What follows belongs to an exercise in optimizing a design on an open flow for small area; a production flow would make more cautious choices.
Function was checked by simulation only, so behaviour that the tests miss may differ from the original.

==> inputs of yarrow <==
==> flow/design.v <==
module fmcf_crc_step (
    input  wire [15:0] crc_in,
    input  wire [7:0]  data,
    output reg  [15:0] crc_out
);
    integer k;
    always @* begin
        crc_out = crc_in ^ {8'h00, data};
        for (k = 0; k < 8; k = k + 1) begin
            if (crc_out[0])
                crc_out = (crc_out >> 1) ^ 16'hA001;
            else
                crc_out = crc_out >> 1;
        end
    end
endmodule
module fmcf #(
    parameter MAX_FRAME = 128
) (
    input  wire        clk,
    input  wire        rst,
    input  wire        cmd_valid,
    input  wire [11:0] cmd,
    output reg         rsp_valid,
    output reg  [19:0] rsp,
    output wire        tx_valid,
    output wire [8:0]  tx_word,
    input  wire        tx_take,
    input  wire        rx_valid,
    input  wire [9:0]  rx_ev
);
    localparam NROW = MAX_FRAME - 2;
    localparam [1:0] M_IDLE = 2'd0, M_TXBUILD = 2'd1, M_TXPEND = 2'd2, M_RX = 2'd3;
    localparam [2:0] R_NONE = 3'd0, R_OK = 3'd1, R_MALFORMED = 3'd2,
                     R_CHECKSUM = 3'd3, R_TIMEOUT = 3'd4;
    localparam [3:0] E_OK = 4'd0, E_ILLEGAL = 4'd1, E_BUSY = 4'd2, E_SHORT = 4'd3,
                     E_FULL = 4'd4, E_NOFRAME = 4'd5, E_RANGE = 4'd6;
    localparam [3:0] OP_NOP = 4'h0, OP_CRC_INIT = 4'h1, OP_CRC_UPD = 4'h2,
                     OP_CRC_RD = 4'h3, OP_TX_BEGIN = 4'h4, OP_TX_PUSH = 4'h5,
                     OP_TX_END = 4'h6, OP_TX_ABORT = 4'h7, OP_RX_ARM = 4'h8,
                     OP_RX_RD = 4'h9, OP_RD_STAT = 4'hA, OP_RD_RXLEN = 4'hB,
                     OP_RD_TXLEN = 4'hC;
    reg [15:0] crc;
    reg [1:0]  mode;
    reg [7:0]  txlen;
    reg [6:0]  txpos;
    reg [7:0]  rxlen;
    reg [2:0]  result;
    reg        ovr;
    reg        autoarm;
    reg [6:0]  txlen_n;    
    reg [6:0]  rxwa;       
    reg [7:0]  rxb0;       
    reg [7:0]  rxb1;       
    reg        par;
    wire [3:0] op  = cmd[11:8];
    wire [7:0] arg = cmd[7:0];
    wire m_idle = (mode == M_IDLE);
    wire m_txb  = (mode == M_TXBUILD);
    wire m_txp  = (mode == M_TXPEND);
    wire m_rx   = (mode == M_RX);
    wire [6:0] txpos_p1 = txpos + 7'd1;
    wire [6:0] txpos_p2 = txpos + 7'd2;
    wire       tx_last  = (txpos_p1 == txlen[6:0]);
    wire       tx_crclo = (txpos_p2 == txlen[6:0]);
    wire [7:0] tx_arr;
    assign tx_valid = m_txp;
    assign tx_word  = {tx_last, tx_last ? crc[15:8] : tx_crclo ? crc[7:0] : tx_arr};
    wire       tx_fire = tx_take && m_txp;
    wire [1:0] rx_kind = rx_ev[9:8];
    wire [7:0] rx_byte = rx_ev[7:0];
    wire       rx_act  = rx_valid && m_rx;
    wire       rx_full = rxlen[7];
    wire       rx_put  = rx_act && rx_kind == 2'd0 && !rx_full;
    wire       rx_lag  = rxlen[7:1] != 7'd0;      
    wire [15:0] crc_next;
    fmcf_crc_step u_crc (.crc_in(crc), .data(m_rx ? rxb1 : arg), .crc_out(crc_next));
    reg [2:0] verdict;
    always @* begin
        if (ovr)
            verdict = R_MALFORMED;
        else if (rxlen < 8'd5)
            verdict = R_MALFORMED;
        else if ({rxb0, rxb1} != crc)
            verdict = R_CHECKSUM;
        else
            verdict = R_OK;
    end
    reg illegal;
    always @* begin
        case (op)
            OP_NOP, OP_CRC_INIT, OP_CRC_RD, OP_TX_BEGIN, OP_TX_ABORT, OP_RX_ARM,
            OP_RD_STAT, OP_RD_RXLEN, OP_RD_TXLEN: illegal = (arg != 8'h00);
            OP_TX_END:                            illegal = (arg[7:1] != 7'd0);
            OP_CRC_UPD, OP_TX_PUSH, OP_RX_RD:     illegal = 1'b0;
            default:                              illegal = 1'b1;
        endcase
    end
    wire [7:0] rx_arr;
    wire [7:0] rxlen_m1 = rxlen - 8'd1;
    wire [7:0] rxlen_m2 = rxlen - 8'd2;
    wire [7:0] rx_rd = (arg == rxlen_m1) ? rxb0 : (arg == rxlen_m2) ? rxb1 : rx_arr;
    reg [3:0]  c_err;
    reg [15:0] c_data;
    reg do_crc_init, do_crc_upd, do_tx_begin, do_tx_push, do_tx_end, do_tx_abort, do_rx_arm;
    always @* begin
        c_err       = E_OK;
        c_data      = 16'h0000;
        do_crc_init = 1'b0;
        do_crc_upd  = 1'b0;
        do_tx_begin = 1'b0;
        do_tx_push  = 1'b0;
        do_tx_end   = 1'b0;
        do_tx_abort = 1'b0;
        do_rx_arm   = 1'b0;
        if (illegal) begin
            c_err = E_ILLEGAL;
        end else begin
            case (op)
                OP_NOP: ;
                OP_CRC_INIT:
                    if (!m_idle) c_err = E_BUSY;
                    else do_crc_init = 1'b1;
                OP_CRC_UPD:
                    if (!m_idle) c_err = E_BUSY;
                    else do_crc_upd = 1'b1;
                OP_CRC_RD:
                    c_data = crc;
                OP_TX_BEGIN:
                    if (!m_idle) c_err = E_BUSY;
                    else do_tx_begin = 1'b1;
                OP_TX_PUSH:
                    if (!m_txb) c_err = E_BUSY;
                    else if (txlen >= NROW) c_err = E_FULL;
                    else do_tx_push = 1'b1;
                OP_TX_END:
                    if (!m_txb) c_err = E_BUSY;
                    else if (txlen < 8'd3) c_err = E_SHORT;
                    else do_tx_end = 1'b1;
                OP_TX_ABORT:
                    if (!m_txb) c_err = E_BUSY;
                    else do_tx_abort = 1'b1;
                OP_RX_ARM:
                    if (!m_idle) c_err = E_BUSY;
                    else do_rx_arm = 1'b1;
                OP_RX_RD:
                    if (result != R_OK) c_err = E_NOFRAME;
                    else if (arg >= rxlen) c_err = E_RANGE;
                    else c_data = {8'h00, rx_rd};
                OP_RD_STAT:
                    c_data = {9'd0, autoarm, ovr, result, mode};
                OP_RD_RXLEN:
                    c_data = {8'd0, rxlen};
                OP_RD_TXLEN:
                    c_data = {8'd0, txlen};
                default: ;
            endcase
        end
    end
    wire tx_we = !rst && cmd_valid && do_tx_push;
    wire rx_we = !rst && rx_put && rx_lag;
    wire [7:0] tx_c = arg  ^ {8{par}};
    wire [7:0] rx_c = rxb1 ^ {8{par}};
    wire [6:0] txa_a = txlen[6:0];
    wire [6:0] txa_b = ~txlen_n;
    wire [6:0] rxa_a = rxlen_m2[6:0];
    wire [6:0] rxa_b = rxwa;
    wire [7:0]  tx_xa_lo, tx_ya_lo, rx_xa_lo, rx_ya_lo, tx_rd_lo, rx_rd_lo;
    wire [15:0] tx_xa_hi, tx_ya_hi, rx_xa_hi, rx_ya_hi, tx_rd_hi, rx_rd_hi;
    genvar g;
    generate
        for (g = 0; g < 8; g = g + 1) begin : g_lo
            assign tx_xa_lo[g] = tx_we && (txa_a[2:0] == g);
            assign tx_ya_lo[g] = tx_we && (txa_b[2:0] == g);
            assign rx_xa_lo[g] = rx_we && (rxa_a[2:0] == g);
            assign rx_ya_lo[g] = rx_we && (rxa_b[2:0] == g);
            assign tx_rd_lo[g] = (txpos[2:0] == g);
            assign rx_rd_lo[g] = (arg[2:0] == g);
        end
        for (g = 0; g < 16; g = g + 1) begin : g_hi
            assign tx_xa_hi[g] = (txa_a[6:3] == g);
            assign tx_ya_hi[g] = (txa_b[6:3] == g);
            assign rx_xa_hi[g] = (rxa_a[6:3] == g);
            assign rx_ya_hi[g] = (rxa_b[6:3] == g);
            assign tx_rd_hi[g] = (txpos[6:3] == g);
            assign rx_rd_hi[g] = (arg[6:3] == g);
        end
    endgenerate
    wire [8*NROW-1:0] tx_q, rx_q;
    wire [8*NROW-1:0] tx_and, rx_and;
    generate
        for (g = 0; g < NROW; g = g + 1) begin : g_row
            wire tx_x = tx_xa_lo[g % 8] & tx_xa_hi[g / 8];
            wire tx_y = ~(tx_ya_lo[g % 8] & tx_ya_hi[g / 8]);
            wire rx_x = rx_xa_lo[g % 8] & rx_xa_hi[g / 8];
            wire rx_y = ~(rx_ya_lo[g % 8] & rx_ya_hi[g / 8]);
            reg [7:0] txm;
            reg [7:0] rxm;
            always @(posedge clk) begin
                txm <= ~((txm | {8{tx_x}}) & ({8{tx_y}} | tx_c));
                rxm <= ~((rxm | {8{rx_x}}) & ({8{rx_y}} | rx_c));
            end
            wire tx_s = tx_rd_lo[g % 8] & tx_rd_hi[g / 8];
            wire rx_s = rx_rd_lo[g % 8] & rx_rd_hi[g / 8];
            assign tx_and[8*g +: 8] = txm & {8{tx_s}};
            assign rx_and[8*g +: 8] = rxm & {8{rx_s}};
        end
    endgenerate
    reg [7:0] tx_or, rx_or;
    integer i;
    always @* begin
        tx_or = 8'h00;
        rx_or = 8'h00;
        for (i = 0; i < NROW; i = i + 1) begin
            tx_or = tx_or | tx_and[8*i +: 8];
            rx_or = rx_or | rx_and[8*i +: 8];
        end
    end
    assign tx_arr = tx_or ^ {8{par}};
    assign rx_arr = rx_or ^ {8{par}};
    wire arm = (cmd_valid && do_rx_arm) || (tx_fire && tx_last && autoarm);
    always @(posedge clk) begin
        rsp <= {c_err, c_data};
        par <= ~par & ~rst;
        if (tx_we)
            txlen_n <= txlen_n - 7'd1;
        else if (cmd_valid && do_tx_begin)
            txlen_n <= 7'h7F;
        if (rx_put) begin
            rxb1 <= rxb0;
            rxb0 <= rx_byte;
        end
        if (arm)
            rxwa <= 7'h7E;
        else if (rx_put)
            rxwa <= rxwa + 7'd1;
    end
    always @(posedge clk) begin
        if (rst) begin
            rsp_valid <= 1'b0;
            crc       <= 16'hFFFF;
            mode      <= M_IDLE;
            txlen     <= 8'd0;
            txpos     <= 7'd0;
            rxlen     <= 8'd0;
            result    <= R_NONE;
            ovr       <= 1'b0;
            autoarm   <= 1'b0;
        end else begin
            rsp_valid <= cmd_valid;
            if (cmd_valid) begin
                if (do_crc_init)
                    crc <= 16'hFFFF;
                if (do_crc_upd)
                    crc <= crc_next;
                if (do_tx_begin) begin
                    mode  <= M_TXBUILD;
                    crc   <= 16'hFFFF;
                    txlen <= 8'd0;
                end
                if (do_tx_push) begin
                    crc   <= crc_next;
                    txlen <= txlen + 8'd1;
                end
                if (do_tx_end) begin
                    txlen   <= txlen + 8'd2;
                    txpos   <= 7'd0;
                    autoarm <= arg[0];
                    mode    <= M_TXPEND;
                end
                if (do_tx_abort) begin
                    mode  <= M_IDLE;
                    txlen <= 8'd0;
                end
            end
            if (tx_fire) begin
                txpos <= txpos_p1;
                if (tx_last && !autoarm)
                    mode <= M_IDLE;
            end
            if (arm) begin
                mode   <= M_RX;
                crc    <= 16'hFFFF;
                rxlen  <= 8'd0;
                ovr    <= 1'b0;
                result <= R_NONE;
            end
            if (rx_act) begin
                case (rx_kind)
                    2'd0: begin
                        if (rx_full) begin
                            ovr <= 1'b1;
                        end else begin
                            if (rx_lag)
                                crc <= crc_next;
                            rxlen <= rxlen + 8'd1;
                        end
                    end
                    2'd1: begin
                        result <= verdict;
                        mode   <= M_IDLE;
                    end
                    2'd2: begin
                        if (rxlen == 8'd0)
                            result <= R_TIMEOUT;
                        else
                            result <= verdict;
                        mode <= M_IDLE;
                    end
                    default: ;
                endcase
            end
        end
    end
endmodule
==> flow/flow/run.sh <==
#!/bin/bash
set -o pipefail
export CTS_ARGS="-sink_clustering_enable -repair_clock_nets -dont_use_dummy_load"
bash standard.sh > standard.log 2>&1
==> flow/standard.sh <==
#!/bin/bash
# synth_recipe.tcl (not shown) runs the flow's synth.tcl, then flattens the netlist and writes it again
# the make line also repeats each setting of config.mk as NAME=value (left out here)
make -C /OpenROAD-flow-scripts/flow DESIGN_CONFIG=/design/flow/config.mk WORK_HOME=/design/flow/orfs CLKGATE_MAP_FILE= SYNTH_SCRIPT=/design/flow/synth_recipe.tcl "${@:-finish}"
==> flow/config.mk <==
export PLATFORM = sky130hd
export DESIGN_NAME = fmcf
export DESIGN_NICKNAME = fmcf
export VERILOG_FILES = /design/flow/design.v
export SDC_FILE = /design/flow/constraint.sdc
export NUM_CORES = 4
export LEC_CHECK = 0
export CAP_MARGIN = 20
export CORE_MARGIN = 2
export CORE_UTILIZATION = 25
export PLACE_DENSITY = 0.32
export SLEW_MARGIN = 20
==> flow/constraint.sdc <==
create_clock -name core_clock -period 10.0 [get_ports {clk}]
set_input_delay 2.0000 -clock core_clock [delete_from_list [all_inputs] [get_ports {clk}]]
set_output_delay 2.0000 -clock core_clock [all_outputs]
set_load 0.01 [all_outputs]
==> violet (differences from yarrow) <==
==> flow/run.sh (new file) <==
#!/bin/bash
# synth_recipe.tcl (not shown) runs the flow's synth.tcl, then flattens the netlist and writes it again
# the make line also repeats each setting of config.mk as NAME=value (left out here)
make -C /OpenROAD-flow-scripts/flow DESIGN_CONFIG=/design/flow/config.mk WORK_HOME=/design/flow/orfs CLKGATE_MAP_FILE= SYNTH_SCRIPT=/design/flow/synth_recipe.tcl finish
Settings changed: CTS_BUF_LIST set to sky130_fd_sc_hd__clkbuf_8, CTS_CLUSTER_DIAMETER set to 45, CTS_CLUSTER_SIZE set to 16.
removed: flow/flow/run.sh
removed: flow/standard.sh
==> nickel (differences from yarrow) <==
==> flow/run.sh (new file) <==
#!/bin/bash
# synth_recipe.tcl (not shown) runs the flow's synth.tcl, then flattens the netlist and writes it again
# the make line also repeats each setting of config.mk as NAME=value (left out here)
make -C /OpenROAD-flow-scripts/flow DESIGN_CONFIG=/design/flow/config.mk WORK_HOME=/design/flow/orfs CLKGATE_MAP_FILE= SYNTH_SCRIPT=/design/flow/synth_recipe.tcl finish
Settings changed: CORE_UTILIZATION 25 to 50, CTS_BUF_LIST set to sky130_fd_sc_hd__clkbuf_8, CTS_CLUSTER_DIAMETER set to 60, CTS_CLUSTER_SIZE set to 24, PLACE_DENSITY 0.32 to not set.
removed: flow/flow/run.sh
removed: flow/standard.sh
==> zinc (differences from yarrow) <==
==> flow/flow/run.sh (replaced) <==
#!/bin/bash
set -o pipefail
export CTS_ARGS="-sink_clustering_enable -repair_clock_nets -dont_use_dummy_load -buf_list sky130_fd_sc_hd__clkbuf_16 -sink_clustering_size 18 -sink_clustering_max_diameter 100"
bash standard.sh > standard.log 2>&1
==> results.yml <==
power_and_ir_drop:
  p_leak_nw: 30.3
clocking:
  cts_buffer_depth: 4
critical_path:
  required_ns: 8.00
sta:
  fin_tns_setup_ns: 0
  maxSlewViolCount: 0
outcome:
  status: "complete, no violations"
That was zinc.
==> results.yml <==
logic_synthesis:
  netlist_area_um2: 77000
  synth_fp_nets: 7985
  synth-simple-area-share_pct: 11.2
  synth_compound_area_share_pct: 28.0
outcome:
  error: "[ERROR GRT-0116] Global routing finished with congestion. Check the congestion regions in the DRC Viewer."
  haltStage: "5_1_grt"
  status: "stopped before the end"
clocking:
  cts_buffer_depth: 3
That was nickel.
==> results.yml <==
sta:
  fin_tns_setup_ns: 0
power_and_ir_drop:
  p_leak_nw: 33.0
critical_path:
  required_ns: 8.00
outcome:
  status: "complete, no violations"
That was violet.
==> results.yml <==
outcome:
  status: "complete, no violations"
sta:
  fin_tns_setup_ns: 0
  maxSlewViolCount: 0
critical_path:
  required_ns: 8.00
That was yarrow.

[separate check: timing with driven ports]
No port has a modelled driver above. Below, the same layouts with a new extraction and two added sets of constraints. Step 1, drivers: a clkbuf_16 drives clk and a buf_2 each remaining input, both assumed. Step 2 adds t to the input delays and takes it off the output delays; t is the mean of the earliest and latest rising clock arrival at the registers after step 1. Input paths then give back, and output paths get back, about the clock's delay inside the block. Slacks: ideal ports / drivers / drivers and shift; pairs: ideal ports / drivers.
| run | t (ns) | slack for setup (ns) | clock arrival spread, ns | worst data-port slew with drivers (ns) |
|---|---|---|---|---|
| yarrow | 1.000 | 0.580 / 0.470 / 1.470 | 0.095 / 0.095 | 0.07 |
| violet | 1.226 | 0.277 / 0.179 / 1.405 | 0.102 / 0.102 | 0.07 |
| zinc | 0.992 | 0.590 / 0.471 / 1.464 | 0.104 / 0.103 | 0.08 |
After both steps every run listed still meets setup and hold.
